From an optimization exercise on the open Yosys and OpenROAD flow, aimed at small area, a short achievable clock period and few clock cycles per item; shortcuts taken in it are not production practice.
No functional check of the RTL was part of any run shown here.
Power figures rest on the tool's default switching activity, not on a simulated workload.

File: flow/flow/run.sh
#!/bin/bash
# Standard layout, but the port buffers are the smallest buffer cell.
set -euo pipefail
export BUFFER_PORTS_ARGS="-buffer_cell sky130_fd_sc_hd__buf_1"
bash standard.sh finish > standard_flow.log 2>&1
File: flow/config.mk
export PLATFORM = sky130hd
export DESIGN_NAME = tdes_core
export DESIGN_NICKNAME = tdes_core
export VERILOG_FILES = /design/flow/design.v
export SDC_FILE = /design/flow/constraint.sdc
export NUM_CORES = 4
export LEC_CHECK = 0
export CAP_MARGIN = 20
export CORE_MARGIN = 2
export CORE_UTILIZATION = 40
export CTS_BUF_LIST = sky130_fd_sc_hd__clkbuf_8
export SETUP_SLACK_MARGIN = 2.5
export SLEW_MARGIN = 20
File: flow/design.v
module tdes_core (
  input  wire         clk,
  input  wire         rst,
  input  wire         cmd_valid,
  output wire         cmd_ready,
  input  wire [1:0]   cmd_op,
  input  wire [167:0] cmd_key,
  input  wire [63:0]  cmd_data,
  output reg          out_valid,
  output reg  [63:0]  out_data
);
  function [63:0] des_ip;
    input [63:0] x;
    begin
      des_ip = {
        x[6], x[14], x[22], x[30], x[38], x[46], x[54], x[62],
        x[4], x[12], x[20], x[28], x[36], x[44], x[52], x[60],
        x[2], x[10], x[18], x[26], x[34], x[42], x[50], x[58],
        x[0], x[8], x[16], x[24], x[32], x[40], x[48], x[56],
        x[7], x[15], x[23], x[31], x[39], x[47], x[55], x[63],
        x[5], x[13], x[21], x[29], x[37], x[45], x[53], x[61],
        x[3], x[11], x[19], x[27], x[35], x[43], x[51], x[59],
        x[1], x[9], x[17], x[25], x[33], x[41], x[49], x[57]
      };
    end
  endfunction
  function [63:0] des_fp;
    input [63:0] x;
    begin
      des_fp = {
        x[24], x[56], x[16], x[48], x[8], x[40], x[0], x[32],
        x[25], x[57], x[17], x[49], x[9], x[41], x[1], x[33],
        x[26], x[58], x[18], x[50], x[10], x[42], x[2], x[34],
        x[27], x[59], x[19], x[51], x[11], x[43], x[3], x[35],
        x[28], x[60], x[20], x[52], x[12], x[44], x[4], x[36],
        x[29], x[61], x[21], x[53], x[13], x[45], x[5], x[37],
        x[30], x[62], x[22], x[54], x[14], x[46], x[6], x[38],
        x[31], x[63], x[23], x[55], x[15], x[47], x[7], x[39]
      };
    end
  endfunction
  function [47:0] des_e;
    input [31:0] x;
    begin
      des_e = {
        x[0], x[31], x[30], x[29], x[28], x[27], x[28], x[27],
        x[26], x[25], x[24], x[23], x[24], x[23], x[22], x[21],
        x[20], x[19], x[20], x[19], x[18], x[17], x[16], x[15],
        x[16], x[15], x[14], x[13], x[12], x[11], x[12], x[11],
        x[10], x[9], x[8], x[7], x[8], x[7], x[6], x[5],
        x[4], x[3], x[4], x[3], x[2], x[1], x[0], x[31]
      };
    end
  endfunction
  function [31:0] des_p;
    input [31:0] x;
    begin
      des_p = {
        x[16], x[25], x[12], x[11], x[3], x[20], x[4], x[15],
        x[31], x[17], x[9], x[6], x[27], x[14], x[1], x[22],
        x[30], x[24], x[8], x[18], x[0], x[5], x[29], x[23],
        x[13], x[19], x[2], x[26], x[10], x[21], x[28], x[7]
      };
    end
  endfunction
  function [55:0] des_pc1;
    input [63:0] x;
    begin
      des_pc1 = {
        x[7], x[15], x[23], x[31], x[39], x[47], x[55], x[63],
        x[6], x[14], x[22], x[30], x[38], x[46], x[54], x[62],
        x[5], x[13], x[21], x[29], x[37], x[45], x[53], x[61],
        x[4], x[12], x[20], x[28], x[1], x[9], x[17], x[25],
        x[33], x[41], x[49], x[57], x[2], x[10], x[18], x[26],
        x[34], x[42], x[50], x[58], x[3], x[11], x[19], x[27],
        x[35], x[43], x[51], x[59], x[36], x[44], x[52], x[60]
      };
    end
  endfunction
  function [47:0] des_pc2;
    input [55:0] x;
    begin
      des_pc2 = {
        x[42], x[39], x[45], x[32], x[55], x[51], x[53], x[28],
        x[41], x[50], x[35], x[46], x[33], x[37], x[44], x[52],
        x[30], x[48], x[40], x[49], x[29], x[36], x[43], x[54],
        x[15], x[4], x[25], x[19], x[9], x[1], x[26], x[16],
        x[5], x[11], x[23], x[8], x[12], x[7], x[17], x[0],
        x[22], x[3], x[10], x[14], x[6], x[20], x[27], x[24]
      };
    end
  endfunction
  function [27:0] rol28;
    input [27:0] x;
    input        two;
    begin
      rol28 = two ? {x[25:0], x[27:26]} : {x[26:0], x[27]};
    end
  endfunction
  function [27:0] ror28;
    input [27:0] x;
    input        two;
    begin
      ror28 = two ? {x[1:0], x[27:2]} : {x[0], x[27:1]};
    end
  endfunction
  function shift_two;
    input [3:0] r;
    begin
      shift_two = !(r == 4'd0 || r == 4'd1 || r == 4'd8 || r == 4'd15);
    end
  endfunction
  reg [167:0] key;         
  reg         key_tdes;    
  reg         busy;        
  reg         op_dec;      
  reg  [1:0]  stage;       
  reg  [3:0]  round;       
  reg  [31:0] L, R;        
  reg  [27:0] C, D;        
  assign cmd_ready = !busy;
  wire accept    = cmd_valid && !busy;
  function [1:0] stage_key;
    input       tdes;
    input       dec;
    input [1:0] stg;
    begin
      if (!tdes)
        stage_key = 2'd0;
      else if (!dec)
        stage_key = stg;
      else
        stage_key = 2'd2 - stg;
    end
  endfunction
  function stage_dec;
    input       tdes;
    input       dec;
    input [1:0] stg;
    begin
      stage_dec = dec ^ (tdes && stg == 2'd1);
    end
  endfunction
  function [55:0] stage_cd;
    input [167:0] k;
    input [1:0]   sel;
    input         dec;
    reg   [55:0]  third;
    reg   [55:0]  pk;
    begin
      case (sel)
        2'd0:    third = k[167:112];
        2'd1:    third = k[111:56];
        default: third = k[55:0];
      endcase
      pk = des_pc1({8'h00, third});
      if (dec)
        stage_cd = pk;
      else
        stage_cd = {rol28(pk[55:28], 1'b0), rol28(pk[27:0], 1'b0)};
    end
  endfunction
  wire        cur_dec    = stage_dec(key_tdes, op_dec, stage);
  wire        last_stage = !key_tdes || stage == 2'd2;
  wire        last_round = round == 4'd15;
  wire [47:0] subkey = des_pc2({C, D});
  wire [31:0] fo;
  des_f u_f (.h(R), .k(subkey), .y(fo));
  wire [63:0] ip   = des_ip(cmd_data);
  wire        en_l = busy &&  last_round;
  wire        en_r = busy && !last_round;
  wire [31:0] xl   = !busy ? ip[63:32] : last_round ? L : R;
  wire [31:0] xr   = !busy ? ip[31:0]  : last_round ? R : L;
  wire        one    = round == 4'd0 || round == 4'd7 || round == 4'd14;
  wire        ld_tdes = key_tdes;
  wire        ld_dec  = busy ? op_dec : cmd_op[0];
  wire [1:0]  ld_stg  = busy ? stage + 2'd1 : 2'd0;
  wire [55:0] cd_load = stage_cd(key, stage_key(ld_tdes, ld_dec, ld_stg),
                                 stage_dec(ld_tdes, ld_dec, ld_stg));
  always @(*) out_data = des_fp({L, R});
  always @(posedge clk) begin
    if (rst) begin
      busy      <= 1'b0;
      out_valid <= 1'b0;
    end else begin
      out_valid <= busy && last_round && last_stage;
      if (!busy)
        busy <= cmd_valid && !cmd_op[1];
      else if (last_round && last_stage)
        busy <= 1'b0;
    end
    if (accept && cmd_op[1]) begin
      key      <= cmd_key;
      key_tdes <= cmd_op[0];
    end
    if (!busy) begin
      op_dec <= cmd_op[0];
      stage  <= 2'd0;
      round  <= 4'd0;
    end else begin
      round <= round + 4'd1;
      if (last_round)
        stage <= stage + 2'd1;
    end
    L <= xl ^ (fo & {32{ en_l}});
    R <= xr ^ (fo & {32{ en_r}});
    if (!busy || last_round)
      {C, D} <= cd_load;
    else begin
      C <= cur_dec ? ror28(C, !one) : rol28(C, !one);
      D <= cur_dec ? ror28(D, !one) : rol28(D, !one);
    end
  end
endmodule
module des_f (
  input  wire [31:0] h,
  input  wire [47:0] k,
  output wire [31:0] y
);
  function [47:0] des_e;
    input [31:0] x;
    begin
      des_e = {
        x[0], x[31], x[30], x[29], x[28], x[27], x[28], x[27],
        x[26], x[25], x[24], x[23], x[24], x[23], x[22], x[21],
        x[20], x[19], x[20], x[19], x[18], x[17], x[16], x[15],
        x[16], x[15], x[14], x[13], x[12], x[11], x[12], x[11],
        x[10], x[9], x[8], x[7], x[8], x[7], x[6], x[5],
        x[4], x[3], x[4], x[3], x[2], x[1], x[0], x[31]
      };
    end
  endfunction
  function [31:0] des_p;
    input [31:0] x;
    begin
      des_p = {
        x[16], x[25], x[12], x[11], x[3], x[20], x[4], x[15],
        x[31], x[17], x[9], x[6], x[27], x[14], x[1], x[22],
        x[30], x[24], x[8], x[18], x[0], x[5], x[29], x[23],
        x[13], x[19], x[2], x[26], x[10], x[21], x[28], x[7]
      };
    end
  endfunction
  wire [47:0] x = des_e(h) ^ k;
  wire [31:0] s;
  sbm0 u_s0 (.c(x[47:42]), .y(s[31:28]));
  sbm1 u_s1 (.c(x[41:36]), .y(s[27:24]));
  sbm2 u_s2 (.c(x[35:30]), .y(s[23:20]));
  sbm3 u_s3 (.c(x[29:24]), .y(s[19:16]));
  sbm4 u_s4 (.c(x[23:18]), .y(s[15:12]));
  sbm5 u_s5 (.c(x[17:12]), .y(s[11:8]));
  sbm6 u_s6 (.c(x[11:6]),  .y(s[7:4]));
  sbm7 u_s7 (.c(x[5:0]),   .y(s[3:0]));
  assign y = des_p(s);
endmodule
module sbm0(input [5:0] c, output [3:0] y);
  reg [3:0] r0, r1, r2, r3;
  always @(*) begin
    case (c[4:1])
      4'd0: begin r0 = 4'd14; r1 = 4'd0; r2 = 4'd4; r3 = 4'd15; end
      4'd1: begin r0 = 4'd4; r1 = 4'd15; r2 = 4'd1; r3 = 4'd12; end
      4'd2: begin r0 = 4'd13; r1 = 4'd7; r2 = 4'd14; r3 = 4'd8; end
      4'd3: begin r0 = 4'd1; r1 = 4'd4; r2 = 4'd8; r3 = 4'd2; end
      4'd4: begin r0 = 4'd2; r1 = 4'd14; r2 = 4'd13; r3 = 4'd4; end
      4'd5: begin r0 = 4'd15; r1 = 4'd2; r2 = 4'd6; r3 = 4'd9; end
      4'd6: begin r0 = 4'd11; r1 = 4'd13; r2 = 4'd2; r3 = 4'd1; end
      4'd7: begin r0 = 4'd8; r1 = 4'd1; r2 = 4'd11; r3 = 4'd7; end
      4'd8: begin r0 = 4'd3; r1 = 4'd10; r2 = 4'd15; r3 = 4'd5; end
      4'd9: begin r0 = 4'd10; r1 = 4'd6; r2 = 4'd12; r3 = 4'd11; end
      4'd10: begin r0 = 4'd6; r1 = 4'd12; r2 = 4'd9; r3 = 4'd3; end
      4'd11: begin r0 = 4'd12; r1 = 4'd11; r2 = 4'd7; r3 = 4'd14; end
      4'd12: begin r0 = 4'd5; r1 = 4'd9; r2 = 4'd3; r3 = 4'd10; end
      4'd13: begin r0 = 4'd9; r1 = 4'd5; r2 = 4'd10; r3 = 4'd0; end
      4'd14: begin r0 = 4'd0; r1 = 4'd3; r2 = 4'd5; r3 = 4'd6; end
      4'd15: begin r0 = 4'd7; r1 = 4'd8; r2 = 4'd0; r3 = 4'd13; end
    endcase
  end
  assign y = c[5] ? (c[0] ? r3 : r2) : (c[0] ? r1 : r0);
endmodule
module sbm1(input [5:0] c, output [3:0] y);
  reg [3:0] r0, r1, r2, r3;
  always @(*) begin
    case (c[4:1])
      4'd0: begin r0 = 4'd15; r1 = 4'd3; r2 = 4'd0; r3 = 4'd13; end
      4'd1: begin r0 = 4'd1; r1 = 4'd13; r2 = 4'd14; r3 = 4'd8; end
      4'd2: begin r0 = 4'd8; r1 = 4'd4; r2 = 4'd7; r3 = 4'd10; end
      4'd3: begin r0 = 4'd14; r1 = 4'd7; r2 = 4'd11; r3 = 4'd1; end
      4'd4: begin r0 = 4'd6; r1 = 4'd15; r2 = 4'd10; r3 = 4'd3; end
      4'd5: begin r0 = 4'd11; r1 = 4'd2; r2 = 4'd4; r3 = 4'd15; end
      4'd6: begin r0 = 4'd3; r1 = 4'd8; r2 = 4'd13; r3 = 4'd4; end
      4'd7: begin r0 = 4'd4; r1 = 4'd14; r2 = 4'd1; r3 = 4'd2; end
      4'd8: begin r0 = 4'd9; r1 = 4'd12; r2 = 4'd5; r3 = 4'd11; end
      4'd9: begin r0 = 4'd7; r1 = 4'd0; r2 = 4'd8; r3 = 4'd6; end
      4'd10: begin r0 = 4'd2; r1 = 4'd1; r2 = 4'd12; r3 = 4'd7; end
      4'd11: begin r0 = 4'd13; r1 = 4'd10; r2 = 4'd6; r3 = 4'd12; end
      4'd12: begin r0 = 4'd12; r1 = 4'd6; r2 = 4'd9; r3 = 4'd0; end
      4'd13: begin r0 = 4'd0; r1 = 4'd9; r2 = 4'd3; r3 = 4'd5; end
      4'd14: begin r0 = 4'd5; r1 = 4'd11; r2 = 4'd2; r3 = 4'd14; end
      4'd15: begin r0 = 4'd10; r1 = 4'd5; r2 = 4'd15; r3 = 4'd9; end
    endcase
  end
  assign y = c[5] ? (c[0] ? r3 : r2) : (c[0] ? r1 : r0);
endmodule
module sbm2(input [5:0] c, output [3:0] y);
  reg [3:0] r0, r1, r2, r3;
  always @(*) begin
    case (c[4:1])
      4'd0: begin r0 = 4'd10; r1 = 4'd13; r2 = 4'd13; r3 = 4'd1; end
      4'd1: begin r0 = 4'd0; r1 = 4'd7; r2 = 4'd6; r3 = 4'd10; end
      4'd2: begin r0 = 4'd9; r1 = 4'd0; r2 = 4'd4; r3 = 4'd13; end
      4'd3: begin r0 = 4'd14; r1 = 4'd9; r2 = 4'd9; r3 = 4'd0; end
      4'd4: begin r0 = 4'd6; r1 = 4'd3; r2 = 4'd8; r3 = 4'd6; end
      4'd5: begin r0 = 4'd3; r1 = 4'd4; r2 = 4'd15; r3 = 4'd9; end
      4'd6: begin r0 = 4'd15; r1 = 4'd6; r2 = 4'd3; r3 = 4'd8; end
      4'd7: begin r0 = 4'd5; r1 = 4'd10; r2 = 4'd0; r3 = 4'd7; end
      4'd8: begin r0 = 4'd1; r1 = 4'd2; r2 = 4'd11; r3 = 4'd4; end
      4'd9: begin r0 = 4'd13; r1 = 4'd8; r2 = 4'd1; r3 = 4'd15; end
      4'd10: begin r0 = 4'd12; r1 = 4'd5; r2 = 4'd2; r3 = 4'd14; end
      4'd11: begin r0 = 4'd7; r1 = 4'd14; r2 = 4'd12; r3 = 4'd3; end
      4'd12: begin r0 = 4'd11; r1 = 4'd12; r2 = 4'd5; r3 = 4'd11; end
      4'd13: begin r0 = 4'd4; r1 = 4'd11; r2 = 4'd10; r3 = 4'd5; end
      4'd14: begin r0 = 4'd2; r1 = 4'd15; r2 = 4'd14; r3 = 4'd2; end
      4'd15: begin r0 = 4'd8; r1 = 4'd1; r2 = 4'd7; r3 = 4'd12; end
    endcase
  end
  assign y = c[5] ? (c[0] ? r3 : r2) : (c[0] ? r1 : r0);
endmodule
module sbm3(input [5:0] c, output [3:0] y);
  reg [3:0] r0, r1, r2, r3;
  always @(*) begin
    case (c[4:1])
      4'd0: begin r0 = 4'd7; r1 = 4'd13; r2 = 4'd10; r3 = 4'd3; end
      4'd1: begin r0 = 4'd13; r1 = 4'd8; r2 = 4'd6; r3 = 4'd15; end
      4'd2: begin r0 = 4'd14; r1 = 4'd11; r2 = 4'd9; r3 = 4'd0; end
      4'd3: begin r0 = 4'd3; r1 = 4'd5; r2 = 4'd0; r3 = 4'd6; end
      4'd4: begin r0 = 4'd0; r1 = 4'd6; r2 = 4'd12; r3 = 4'd10; end
      4'd5: begin r0 = 4'd6; r1 = 4'd15; r2 = 4'd11; r3 = 4'd1; end
      4'd6: begin r0 = 4'd9; r1 = 4'd0; r2 = 4'd7; r3 = 4'd13; end
      4'd7: begin r0 = 4'd10; r1 = 4'd3; r2 = 4'd13; r3 = 4'd8; end
      4'd8: begin r0 = 4'd1; r1 = 4'd4; r2 = 4'd15; r3 = 4'd9; end
      4'd9: begin r0 = 4'd2; r1 = 4'd7; r2 = 4'd1; r3 = 4'd4; end
      4'd10: begin r0 = 4'd8; r1 = 4'd2; r2 = 4'd3; r3 = 4'd5; end
      4'd11: begin r0 = 4'd5; r1 = 4'd12; r2 = 4'd14; r3 = 4'd11; end
      4'd12: begin r0 = 4'd11; r1 = 4'd1; r2 = 4'd5; r3 = 4'd12; end
      4'd13: begin r0 = 4'd12; r1 = 4'd10; r2 = 4'd2; r3 = 4'd7; end
      4'd14: begin r0 = 4'd4; r1 = 4'd14; r2 = 4'd8; r3 = 4'd2; end
      4'd15: begin r0 = 4'd15; r1 = 4'd9; r2 = 4'd4; r3 = 4'd14; end
    endcase
  end
  assign y = c[5] ? (c[0] ? r3 : r2) : (c[0] ? r1 : r0);
endmodule
module sbm4(input [5:0] c, output [3:0] y);
  reg [3:0] r0, r1, r2, r3;
  always @(*) begin
    case (c[4:1])
      4'd0: begin r0 = 4'd2; r1 = 4'd14; r2 = 4'd4; r3 = 4'd11; end
      4'd1: begin r0 = 4'd12; r1 = 4'd11; r2 = 4'd2; r3 = 4'd8; end
      4'd2: begin r0 = 4'd4; r1 = 4'd2; r2 = 4'd1; r3 = 4'd12; end
      4'd3: begin r0 = 4'd1; r1 = 4'd12; r2 = 4'd11; r3 = 4'd7; end
      4'd4: begin r0 = 4'd7; r1 = 4'd4; r2 = 4'd10; r3 = 4'd1; end
      4'd5: begin r0 = 4'd10; r1 = 4'd7; r2 = 4'd13; r3 = 4'd14; end
      4'd6: begin r0 = 4'd11; r1 = 4'd13; r2 = 4'd7; r3 = 4'd2; end
      4'd7: begin r0 = 4'd6; r1 = 4'd1; r2 = 4'd8; r3 = 4'd13; end
      4'd8: begin r0 = 4'd8; r1 = 4'd5; r2 = 4'd15; r3 = 4'd6; end
      4'd9: begin r0 = 4'd5; r1 = 4'd0; r2 = 4'd9; r3 = 4'd15; end
      4'd10: begin r0 = 4'd3; r1 = 4'd15; r2 = 4'd12; r3 = 4'd0; end
      4'd11: begin r0 = 4'd15; r1 = 4'd10; r2 = 4'd5; r3 = 4'd9; end
      4'd12: begin r0 = 4'd13; r1 = 4'd3; r2 = 4'd6; r3 = 4'd10; end
      4'd13: begin r0 = 4'd0; r1 = 4'd9; r2 = 4'd3; r3 = 4'd4; end
      4'd14: begin r0 = 4'd14; r1 = 4'd8; r2 = 4'd0; r3 = 4'd5; end
      4'd15: begin r0 = 4'd9; r1 = 4'd6; r2 = 4'd14; r3 = 4'd3; end
    endcase
  end
  assign y = c[5] ? (c[0] ? r3 : r2) : (c[0] ? r1 : r0);
endmodule
module sbm5(input [5:0] c, output [3:0] y);
  reg [3:0] r0, r1, r2, r3;
  always @(*) begin
    case (c[4:1])
      4'd0: begin r0 = 4'd12; r1 = 4'd10; r2 = 4'd9; r3 = 4'd4; end
      4'd1: begin r0 = 4'd1; r1 = 4'd15; r2 = 4'd14; r3 = 4'd3; end
      4'd2: begin r0 = 4'd10; r1 = 4'd4; r2 = 4'd15; r3 = 4'd2; end
      4'd3: begin r0 = 4'd15; r1 = 4'd2; r2 = 4'd5; r3 = 4'd12; end
      4'd4: begin r0 = 4'd9; r1 = 4'd7; r2 = 4'd2; r3 = 4'd9; end
      4'd5: begin r0 = 4'd2; r1 = 4'd12; r2 = 4'd8; r3 = 4'd5; end
      4'd6: begin r0 = 4'd6; r1 = 4'd9; r2 = 4'd12; r3 = 4'd15; end
      4'd7: begin r0 = 4'd8; r1 = 4'd5; r2 = 4'd3; r3 = 4'd10; end
      4'd8: begin r0 = 4'd0; r1 = 4'd6; r2 = 4'd7; r3 = 4'd11; end
      4'd9: begin r0 = 4'd13; r1 = 4'd1; r2 = 4'd0; r3 = 4'd14; end
      4'd10: begin r0 = 4'd3; r1 = 4'd13; r2 = 4'd4; r3 = 4'd1; end
      4'd11: begin r0 = 4'd4; r1 = 4'd14; r2 = 4'd10; r3 = 4'd7; end
      4'd12: begin r0 = 4'd14; r1 = 4'd0; r2 = 4'd1; r3 = 4'd6; end
      4'd13: begin r0 = 4'd7; r1 = 4'd11; r2 = 4'd13; r3 = 4'd0; end
      4'd14: begin r0 = 4'd5; r1 = 4'd3; r2 = 4'd11; r3 = 4'd8; end
      4'd15: begin r0 = 4'd11; r1 = 4'd8; r2 = 4'd6; r3 = 4'd13; end
    endcase
  end
  assign y = c[5] ? (c[0] ? r3 : r2) : (c[0] ? r1 : r0);
endmodule
module sbm6(input [5:0] c, output [3:0] y);
  reg [3:0] r0, r1, r2, r3;
  always @(*) begin
    case (c[4:1])
      4'd0: begin r0 = 4'd4; r1 = 4'd13; r2 = 4'd1; r3 = 4'd6; end
      4'd1: begin r0 = 4'd11; r1 = 4'd0; r2 = 4'd4; r3 = 4'd11; end
      4'd2: begin r0 = 4'd2; r1 = 4'd11; r2 = 4'd11; r3 = 4'd13; end
      4'd3: begin r0 = 4'd14; r1 = 4'd7; r2 = 4'd13; r3 = 4'd8; end
      4'd4: begin r0 = 4'd15; r1 = 4'd4; r2 = 4'd12; r3 = 4'd1; end
      4'd5: begin r0 = 4'd0; r1 = 4'd9; r2 = 4'd3; r3 = 4'd4; end
      4'd6: begin r0 = 4'd8; r1 = 4'd1; r2 = 4'd7; r3 = 4'd10; end
      4'd7: begin r0 = 4'd13; r1 = 4'd10; r2 = 4'd14; r3 = 4'd7; end
      4'd8: begin r0 = 4'd3; r1 = 4'd14; r2 = 4'd10; r3 = 4'd9; end
      4'd9: begin r0 = 4'd12; r1 = 4'd3; r2 = 4'd15; r3 = 4'd5; end
      4'd10: begin r0 = 4'd9; r1 = 4'd5; r2 = 4'd6; r3 = 4'd0; end
      4'd11: begin r0 = 4'd7; r1 = 4'd12; r2 = 4'd8; r3 = 4'd15; end
      4'd12: begin r0 = 4'd5; r1 = 4'd2; r2 = 4'd0; r3 = 4'd14; end
      4'd13: begin r0 = 4'd10; r1 = 4'd15; r2 = 4'd5; r3 = 4'd2; end
      4'd14: begin r0 = 4'd6; r1 = 4'd8; r2 = 4'd9; r3 = 4'd3; end
      4'd15: begin r0 = 4'd1; r1 = 4'd6; r2 = 4'd2; r3 = 4'd12; end
    endcase
  end
  assign y = c[5] ? (c[0] ? r3 : r2) : (c[0] ? r1 : r0);
endmodule
module sbm7(input [5:0] c, output [3:0] y);
  reg [3:0] r0, r1, r2, r3;
  always @(*) begin
    case (c[4:1])
      4'd0: begin r0 = 4'd13; r1 = 4'd1; r2 = 4'd7; r3 = 4'd2; end
      4'd1: begin r0 = 4'd2; r1 = 4'd15; r2 = 4'd11; r3 = 4'd1; end
      4'd2: begin r0 = 4'd8; r1 = 4'd13; r2 = 4'd4; r3 = 4'd14; end
      4'd3: begin r0 = 4'd4; r1 = 4'd8; r2 = 4'd1; r3 = 4'd7; end
      4'd4: begin r0 = 4'd6; r1 = 4'd10; r2 = 4'd9; r3 = 4'd4; end
      4'd5: begin r0 = 4'd15; r1 = 4'd3; r2 = 4'd12; r3 = 4'd10; end
      4'd6: begin r0 = 4'd11; r1 = 4'd7; r2 = 4'd14; r3 = 4'd8; end
      4'd7: begin r0 = 4'd1; r1 = 4'd4; r2 = 4'd2; r3 = 4'd13; end
      4'd8: begin r0 = 4'd10; r1 = 4'd12; r2 = 4'd0; r3 = 4'd15; end
      4'd9: begin r0 = 4'd9; r1 = 4'd5; r2 = 4'd6; r3 = 4'd12; end
      4'd10: begin r0 = 4'd3; r1 = 4'd6; r2 = 4'd10; r3 = 4'd9; end
      4'd11: begin r0 = 4'd14; r1 = 4'd11; r2 = 4'd13; r3 = 4'd0; end
      4'd12: begin r0 = 4'd5; r1 = 4'd0; r2 = 4'd15; r3 = 4'd3; end
      4'd13: begin r0 = 4'd0; r1 = 4'd14; r2 = 4'd3; r3 = 4'd5; end
      4'd14: begin r0 = 4'd12; r1 = 4'd9; r2 = 4'd5; r3 = 4'd6; end
      4'd15: begin r0 = 4'd7; r1 = 4'd2; r2 = 4'd8; r3 = 4'd11; end
    endcase
  end
  assign y = c[5] ? (c[0] ? r3 : r2) : (c[0] ? r1 : r0);
endmodule
File: flow/standard.sh
#!/bin/bash
# synth_recipe.tcl (not shown) runs the flow's synth.tcl, then flattens the netlist and writes it again
# the make line also repeats each setting of config.mk as NAME=value (left out here)
make -C /OpenROAD-flow-scripts/flow DESIGN_CONFIG=/design/flow/config.mk WORK_HOME=/design/flow/orfs CLKGATE_MAP_FILE= SYNTH_SCRIPT=/design/flow/synth_recipe.tcl "${@:-finish}"
File: flow/constraint.sdc
create_clock -name core_clock -period 5.0 [get_ports {clk}]
set_input_delay 1.0000 -clock core_clock [delete_from_list [all_inputs] [get_ports {clk}]]
set_output_delay 1.0000 -clock core_clock [all_outputs]
set_load 0.01 [all_outputs]
==> results.txt, run 1 <==
hold_buf cts=0; top_reg_cell synth=edfxtp_1; Yosys cell types=76; worst-path cell chain=inv_2 -> ha_4 -> nand2b_4 -> ha_4 -> and2_4 -> o21ai_4 -> a21oi_4 -> buf_6 -> buf_8 -> clkbuf_16 -> a222oi_1 -> buf_4 -> mux2_2 -> a21oi_1; dpl hpwl=between 30 and 40 mm; Initial Util=40.3%; Root Driver=clkbuf_8; Slew @ Worst Pin=834 ps; Switching Share=between 40% and 50%; clock buffer depth=3; vias in the first global route=around 15000; Fillers=3737; Sequential Power Share=26.2%; DR WL/cell=21.7 um; period utilization=between 50% and 60%; DRT antenna net count=0; GR Overflow Total=0; nature of the critical path startpoint=register; die area=between 40000 and 50000 um2; GPL Wtd Cong=around 0.9; clk latency of the worst-skew pair=640 ps; 1st-iter DRT viols=around 1600; delay of the slowest cell on the worst path=~350 ps; Clk pwr share=between 10% and 20%; vias per cell=slightly below 6; Power Density=between 500 and 600 nW/um2; H-tree depth=2; status=complete, no violations; Setup TNS=0 ps; CP Capture Type=register; WP buf/inv=5; all-layer global routing usage=roughly 25%; ANT cells=0; CTS Sinks=~280; max-slew violation count=0; Place WS=about 1600 ps; Pwr Total=12.2 mW; RSZ-0062 raised after global routing=true; r2r setup slk=2210 ps; EDFF count, synth=around 150; cts bufs inserted=between 40 and 50; CTS tree=yes; first-pass GRT wire length=86.0 mm; placed cell area=around 19000 um2; fraction of registers with async set/reset=0%; fmax=about 360 MHz; Max Cap Viol=0; setup ws final=approximately 2200 ps; largest net degree at the start of global routing=a little under 90; Hold Fails Final Rpt=0; Synth Cell Area=17300 um2; Comb power frac=a little under three fifths; layout cells sized above 1=a little under a third; Worst Hold Class=reg2reg; Crit Path Max Fanout=12; Avg Cell Area, Syn=approximately 10 um2; Top delay family on crit path=buffers and inverters; CP Class=reg2reg; Warnings, synthesis=10; Area growth, synth to finish=35.3%; worst vdd ir=roughly 0.26 mV; Slew HR=44.2%; leak pwr=~8.6 nW; internal cell power=between 7 and 8 mW; NetSw=roughly 5.1 mW; Finished Layout Cells=2655; commonest non-fill, non-tap cells in the layout=buf_1, buf_4, edfxtp_1, nor2_1, nand2_1; clock period minus final worst setup slack=roughly 2800 ps; cell area after layout=around 23000 um2; Most common cell on crit path=ha_4; Post-Synthesis Cells=~1600; routed wire length=around 58 mm; core region area=approximately 43000 um2; flops & latches, synth=approximately 280; Die Y=212 um; NumNets Final=roughly 2400; Port Buffers=between 200 and 300; TritonRoute pass-1 iters=5; final setup vio count=0; Seq/Total Area, Yosys=about two fifths; most common cell after layout, fill and taps aside=buf_1; clock skew=about 42 ps; initial antenna violation count=0; row count=76; Worst-path clk slew=60 ps; Remaining DRCs=0; num ports=approximately 300; Critical Path RT=roughly 5500 ps; crit path DAT=between 3000 and 4000 ps; die width=approximately 210 um; Net Count, Synth=slightly below 2000; via count=15700; slowest cell on the critical path=dfxtp_4; DP Cell Count=around 2400
-- registers in the layout, summed over array words and instances, names as in the netlist --
name       cells
D             28
stage          2
op_dec         1
key_tdes       1
out_valid      1
L             32
C             28
key          147
round          4
busy           1
R             32
-- worst reg2reg max path, delay by kind of cell (launching register included) --
family | cells | cell delay, ps
flip-flops | 1 | 350
AO/OA/AOI/OAI | 4 | 540
buffers and inverters | 5 | 760
AND/OR/NAND/NOR | 2 | 300
adder cells (fa/ha/maj) | 2 | 490
multiplexers | 1 | 250
-- metal layers --
| metal | up-vias | track usage (%) | share of wire (%) |
|---|---|---|---|
| met1 | 7732 | 34.2 | 43 |
| met5 | - | 0 | 0 |
| li1 | 7212 | - | - |
| met3 | 92 | 4.11 | 7.1 |
| met4 | 0 | 8.72 | 3.1 |
| met2 | 705 | 39.1 | 47 |
-- cell usage after synthesis, types with 8 or more instances --
cell type,count,share of area [%]
clkbuf_1,95,2.1
and3_1,22,0.80
dfxtp_1,129,15
a222oi_1,49,2.8
nand3_1,49,1.4
a21oi_1,116,3.4
mux4_2,70,9.1
nand2_1,118,2.6
edfxtp_1,148,26
o221ai_1,34,1.7
xor2_1,40,2.0
nor2_1,133,2.9
a211o_1,8,0.41
o21ai_0,52,1.5
o211ai_1,14,0.61
inv_1,47,1.0
mux2_2,49,3.2
a31oi_1,18,0.65
ha_1,49,3.6
a211oi_1,14,0.61
xnor2_1,66,3.4
o2bb2ai_1,15,0.76
o2111ai_1,8,0.41
buf_2,23,0.67
mux2i_1,68,3.9
nor3_1,36,1.0
or3_1,15,0.54
nand4_1,8,0.29
xor2_2,9,0.85
-- kinds of logic after synthesis --
kind of cell	count (synthesis)	synth area share, %
and+or+nand+nor	412	10.9
AOI/OAI and AO/OA	407	16.8
DFF	277	40.7
muxes	194	17.0
buffers and inverters	182	4.17
xor gates and xnor gates	121	6.79
adders and majority gates	51	3.67
-- final cells by class --
class / instances / area (um2) / share of cell area, %
Multi-Input combinational cell: 1189 / 11200 / 48.1
Sequential cell: 277 / 7170 / 30.7
Timing Repair Buffer: 499 / 3050 / 13.1
Clock buffer: 52 / 716 / 3.07
Tap cell: 546 / 683 / 2.93
Inverter: 56 / 255 / 1.09
Clock inverter: 36 / 244 / 1.05
-- worst paths after layout --
path	from	to	cells past startpoint
worst min register to register	round[0]$_SDFF_PN0_	round[0]$_SDFF_PN0_	1
worst max-delay path	stage[0]$_SDFFE_PN0P_	C[14]$_DFF_P_	14
worst min-delay path	round[0]$_SDFF_PN0_	round[0]$_SDFF_PN0_	1
worst max register to register	stage[0]$_SDFFE_PN0P_	C[14]$_DFF_P_	14
-- per-stage QoR --
stage | hold WS [ps] | utilization (%)
floorplan | 414 | -
global placement | 431 | 44.4
detailed placement | 443 | 44.4
CTS | 458 | 52.2
global route | 492 | 54.6
finish | 452 | 54.6
-- power by group through the flow --
stage	logic (mW)	clock network, mW	registers, mW
final	6.90	2.13	3.21
after global routing	7.41	2.29	3.24
after CTS	6.13	2.19	3.18
after detailed placement	5.07	0	3.14
after global placement	5.02	0	3.13
after floorplan	3.97	0	2.96
-- timing repair --
action,4_1_cts,5_1_grt
endpoints found under the hold margin,0,0
cloned,7,3
pin swaps,98,78
gates resized for setup,277,123
setup buffers,133,50
setup endpoints to repair,129,115
==> run 2, diff against run 1 <==
--- a/flow/design.v
+++ b/flow/design.v
@@ -115,2 +115,3 @@
   reg         busy;        
+  reg         ready;       
   reg         op_dec;      
@@ -118,5 +119,9 @@
   reg  [3:0]  round;       
+  reg         last_r;      
+  reg         one_r;       
+  reg  [1:0]  nx_sel;      
+  reg         nx_dec;      
   reg  [31:0] L, R;        
   reg  [27:0] C, D;        
-  assign cmd_ready = !busy;
+  assign cmd_ready = ready;
   wire accept    = cmd_valid && !busy;
@@ -164,3 +169,3 @@
   wire        last_stage = !key_tdes || stage == 2'd2;
-  wire        last_round = round == 4'd15;
+  wire        last_round = last_r;
   wire [47:0] subkey = des_pc2({C, D});
@@ -173,8 +178,6 @@
   wire [31:0] xr   = !busy ? ip[31:0]  : last_round ? R : L;
-  wire        one    = round == 4'd0 || round == 4'd7 || round == 4'd14;
-  wire        ld_tdes = key_tdes;
-  wire        ld_dec  = busy ? op_dec : cmd_op[0];
-  wire [1:0]  ld_stg  = busy ? stage + 2'd1 : 2'd0;
-  wire [55:0] cd_load = stage_cd(key, stage_key(ld_tdes, ld_dec, ld_stg),
-                                 stage_dec(ld_tdes, ld_dec, ld_stg));
+  wire        one    = one_r;
+  wire [1:0]  ld_sel  = busy ? nx_sel : stage_key(key_tdes, cmd_op[0], 2'd0);
+  wire        ld_dec  = busy ? nx_dec : cmd_op[0];
+  wire [55:0] cd_load = stage_cd(key, ld_sel, ld_dec);
   always @(*) out_data = des_fp({L, R});
@@ -183,2 +186,3 @@
       busy      <= 1'b0;
+      ready     <= 1'b1;
       out_valid <= 1'b0;
@@ -186,6 +190,9 @@
       out_valid <= busy && last_round && last_stage;
-      if (!busy)
-        busy <= cmd_valid && !cmd_op[1];
-      else if (last_round && last_stage)
-        busy <= 1'b0;
+      if (!busy) begin
+        busy  <= cmd_valid && !cmd_op[1];
+        ready <= !(cmd_valid && !cmd_op[1]);
+      end else if (last_round && last_stage) begin
+        busy  <= 1'b0;
+        ready <= 1'b1;
+      end
     end
@@ -199,6 +206,15 @@
       round  <= 4'd0;
+      last_r <= 1'b0;
+      one_r  <= 1'b1;
+      nx_sel <= stage_key(key_tdes, cmd_op[0], 2'd1);
+      nx_dec <= stage_dec(key_tdes, cmd_op[0], 2'd1);
     end else begin
-      round <= round + 4'd1;
-      if (last_round)
-        stage <= stage + 2'd1;
+      round  <= round + 4'd1;
+      last_r <= round == 4'd14;
+      one_r  <= round == 4'd15 || round == 4'd6 || round == 4'd13;
+      if (last_round) begin
+        stage  <= stage + 2'd1;
+        nx_sel <= stage_key(key_tdes, op_dec, stage + 2'd2);
+        nx_dec <= stage_dec(key_tdes, op_dec, stage + 2'd2);
+      end
     end
--- a/flow/config.mk
+++ b/flow/config.mk
@@ -7,3 +7,4 @@
 export LEC_CHECK = 0
-export CAP_MARGIN = 20
+export ABC_AREA = 1
+export CAP_MARGIN = 5
 export CORE_MARGIN = 2
@@ -11,3 +12,4 @@
 export CTS_BUF_LIST = sky130_fd_sc_hd__clkbuf_8
-export SETUP_SLACK_MARGIN = 2.5
-export SLEW_MARGIN = 20
+export SETUP_SLACK_MARGIN = 2.85
+export SLEW_MARGIN = 5
+export TNS_END_PERCENT = 5
==> results.txt, run 2 <==
Worst-path clk slew=approximately 70 ps; top_reg_cell synth=edfxtp_1; slowest cell on the critical path=dfxtp_4; row count=78; Area contributors post-synth=edfxtp_1, nand2_1, dfxtp_1; DR WL/cell=18.1 um; TritonRoute pass-1 iters=6; delay of the slowest cell on the worst path=roughly 360 ps; area occupied by multi-input gates=10100 um2; clock skew=approximately 24 ps; final setup vio count=0; Most common cell on crit path=nand2_1; nature of the critical path startpoint=register; vias in the first global route=17100; status=complete, no violations; period utilization=between 40 and 50%; RSZ-0062 raised after global routing=true; worst vdd ir=between 0.2 and 0.3 mV; Slew @ Worst Pin=924 ps; ANT cells=0; commonest cells in the netlist=nand2_1, nand3_1, inv_1, edfxtp_1, dfxtp_1; final hold slack=484 ps; Critical Path RT=~5500 ps; Power Density=around 570 nW/um2; commonest non-fill, non-tap cells in the layout=nand2_1, nand3_1, buf_1, inv_1, edfxtp_1; Largest register FFs=around 150; clock period minus final worst setup slack=about 2200 ps; top cell type's share of synthesized area=between 20% and 30%; Slew HR=between 30% and 40%; crit path DAT=2750 ps; Synth Cell Area=about 18000 um2; post-synth top area cell=edfxtp_1; CP Class=reg2reg; Warnings, synthesis=10; Hold Fails Final Rpt=0; Top Registers=key x147, L x32, R x32; 1st-iter DRT viols=1752; dpl hpwl=roughly 46 mm; core region area=between 40000 and 50000 um2; Fillers=approximately 4600; H-tree depth=2; EDFF count, synth=152; clock buffer depth=3; placed cell area=19600 um2; Worst Hold Class=reg2reg; most frequent cell after synthesis=nand2_1; GR Overflow Total=0; Setup TNS=0 ps; Net Count, Synth=2872; DRT antenna net count=0; GPL Wtd Cong=between 0.9 and 1; Crit Path Max Fanout=6; Root Driver=clkbuf_8; Port Buffers=281; leak pwr=about 9.8 nW; NumNets Final=3165; max-slew violation count=0; CTS tree=yes; Area growth, synth to finish=20.0%; r2r setup slk=roughly 2800 ps; vias per cell=about 5.4; initial antenna violation count=0; via count=~19000; CP Capture Type=register; Seq/Total Area, Yosys=between 30% and 40%; largest net degree at the start of global routing=between 100 and 150; Yosys cell types=between 40 and 50; die width=between 200 and 250 um; flops & latches, synth=about 280; worst-path cell chain=inv_1 -> nand2_1 -> nand2_1 -> ha_4 -> inv_1 -> nand2_1 -> nand2_1 -> inv_1 -> o211ai_1 -> nand3_1 -> nand2_1 -> nand2_1 -> nand2_1 -> nand2_1; first-pass GRT wire length=approximately 97 mm; cts bufs inserted=around 50; CTS Sinks=283; register area=between 7000 and 8000 um2; most common cell after layout, fill and taps aside=nand2_1; clk latency of the worst-skew pair=between 600 and 700 ps; Remaining DRCs=0; Avg Cell Area, Syn=~7.1 um2; Die Y=approximately 220 um; fmax=450 MHz; layout cells sized above 1=11.7%; Largest Register=key; Max Cap Viol=0; num ports=approximately 300; Post-Synthesis Cells=around 2600; cell area after layout=roughly 22000 um2; Initial Util=between 40 and 50%; die area=47200 um2; routed wire length=around 63 mm; all-layer global routing usage=between 20% and 30%; fraction of registers with async set/reset=0%
==> run 2: cell types whose count changed in the layout (fill, tap and decap cells not counted), moves of 49 or more <==
cell,change
a222oi_1,-49
inv_1,+153
nand3_1,+361
nand2_1,+892
mux4_2,-70
buf_4,-108
o21ai_0,+63
mux2i_1,-63
nor2_1,-107
==> run 2: worst paths after layout <==
| check | depth (start not counted) | to | start |
|---|---|---|---|
| min | 1 | round[0]$_SDFF_PN0_ | round[0]$_SDFF_PN0_ |
| max | 14 | R[28]$_DFF_P_ | R[9]$_DFF_P_ |
| max reg2reg | 14 | R[28]$_DFF_P_ | R[9]$_DFF_P_ |
| min reg2reg | 1 | round[0]$_SDFF_PN0_ | round[0]$_SDFF_PN0_ |
==> run 2: routing by layer <==
metal	up-vias	global-route usage [%]	part of all wire (%)
li1	9191	-	-
met1	8735	36.1	44
met2	805	41.6	45
met3	114	4.68	7.8
met4	0	10.0	3.9
met5	-	0	0
==> run 2: area by class of cell <==
cell class	count	area share, %
multi-input combinational	1956	46.2
clock inverter	34	0.980
tap	600	3.44
sequential	283	33.5
inverter	213	3.85
clock buffer	59	3.72
timing repair buffer	355	8.25
==> run 2: logic make-up after synthesis <==
family | after synthesis | synth area share [%]
adders and majority gates | 68 | 4.68
AOI/OAI and AO/OA | 293 | 9.90
DFF | 283 | 39.5
buffers and inverters | 331 | 7.44
and+or+nand+nor | 1556 | 36.3
xor gates and xnor gates | 36 | 2.15
==> run 2: critical path: cells and delay by family, from the launching register on <==
family | cells | cell delay (ps)
buffers and inverters | 3 | 350
AND/OR/NAND/NOR | 9 | 1040
adder cells (fa/ha/maj) | 1 | 280
flip-flops | 1 | 360
AO/OA/AOI/OAI | 1 | 80
==> run 2: stage by stage <==
step           setup WS (ps)  util (%)  std cells  total power [mW]
4_1_cts                 2760      47.4       3480              12.1
3_5_place_dp            1770      43.5       3349              9.39
6_report                2780      48.4       3500              12.5
5_1_grt                 2610      48.4       3500              13.5
3_3_place_gp            1790      43.5       3349              9.36
2_1_floorplan           1320         -       2567              7.63
==> run 2: timing repair <==
action	in CTS	in global routing
gates resized for setup	144	81
pin swaps	5	6
hold endpoints to repair	0	0
gates cloned	3	0
setup endpoints to repair	338	327
hold buffers	0	0
buffers inserted	35	20
==> run 2: report_power, final <==
group	leakage [nW]	internal (mW)	total, mW	switching [mW]
Combinational	6.65	2.28	6.97	4.69
Sequential	2.53	2.84	3.26	0.421
Clock	0.591	1.18	2.23	1.05

==> re-timing with driven ports <==
In the flow no input, the clock included, has a driving cell. The finished layouts below were timed again as built, in two steps.
Step 1 (the two cells are an assumption about what drives the block):
set clk [get_ports {clk}]
set_driving_cell -lib_cell sky130_fd_sc_hd__clkbuf_16 $clk
set_driving_cell -lib_cell sky130_fd_sc_hd__buf_2 [delete_from_list [all_inputs] $clk]
Step 2 times the ports against the registers' clock, not the clock port: input delays grow and output delays shrink by t, the midpoint of the rising clock arrivals with the driver on.
a / b / c = ideal ports / drivers / drivers and shift; a / b = the first two.
run | t (ns) | slack for setup (ns) | hold WS [ns] | worst setup path at the end
run 1 | 0.671 | 2.210 / 2.210 / 1.962 | 0.452 / 0.452 / 0.452 | input to register
run 2 | 0.693 | 2.776 / 2.730 / 2.227 | 0.484 / 0.484 / 0.484 | input to register
After both steps every run listed still meets setup and hold. For run 2, which loses most, drivers alone change the setup slack by -0.046 ns; drivers and shift together by -0.549 ns.
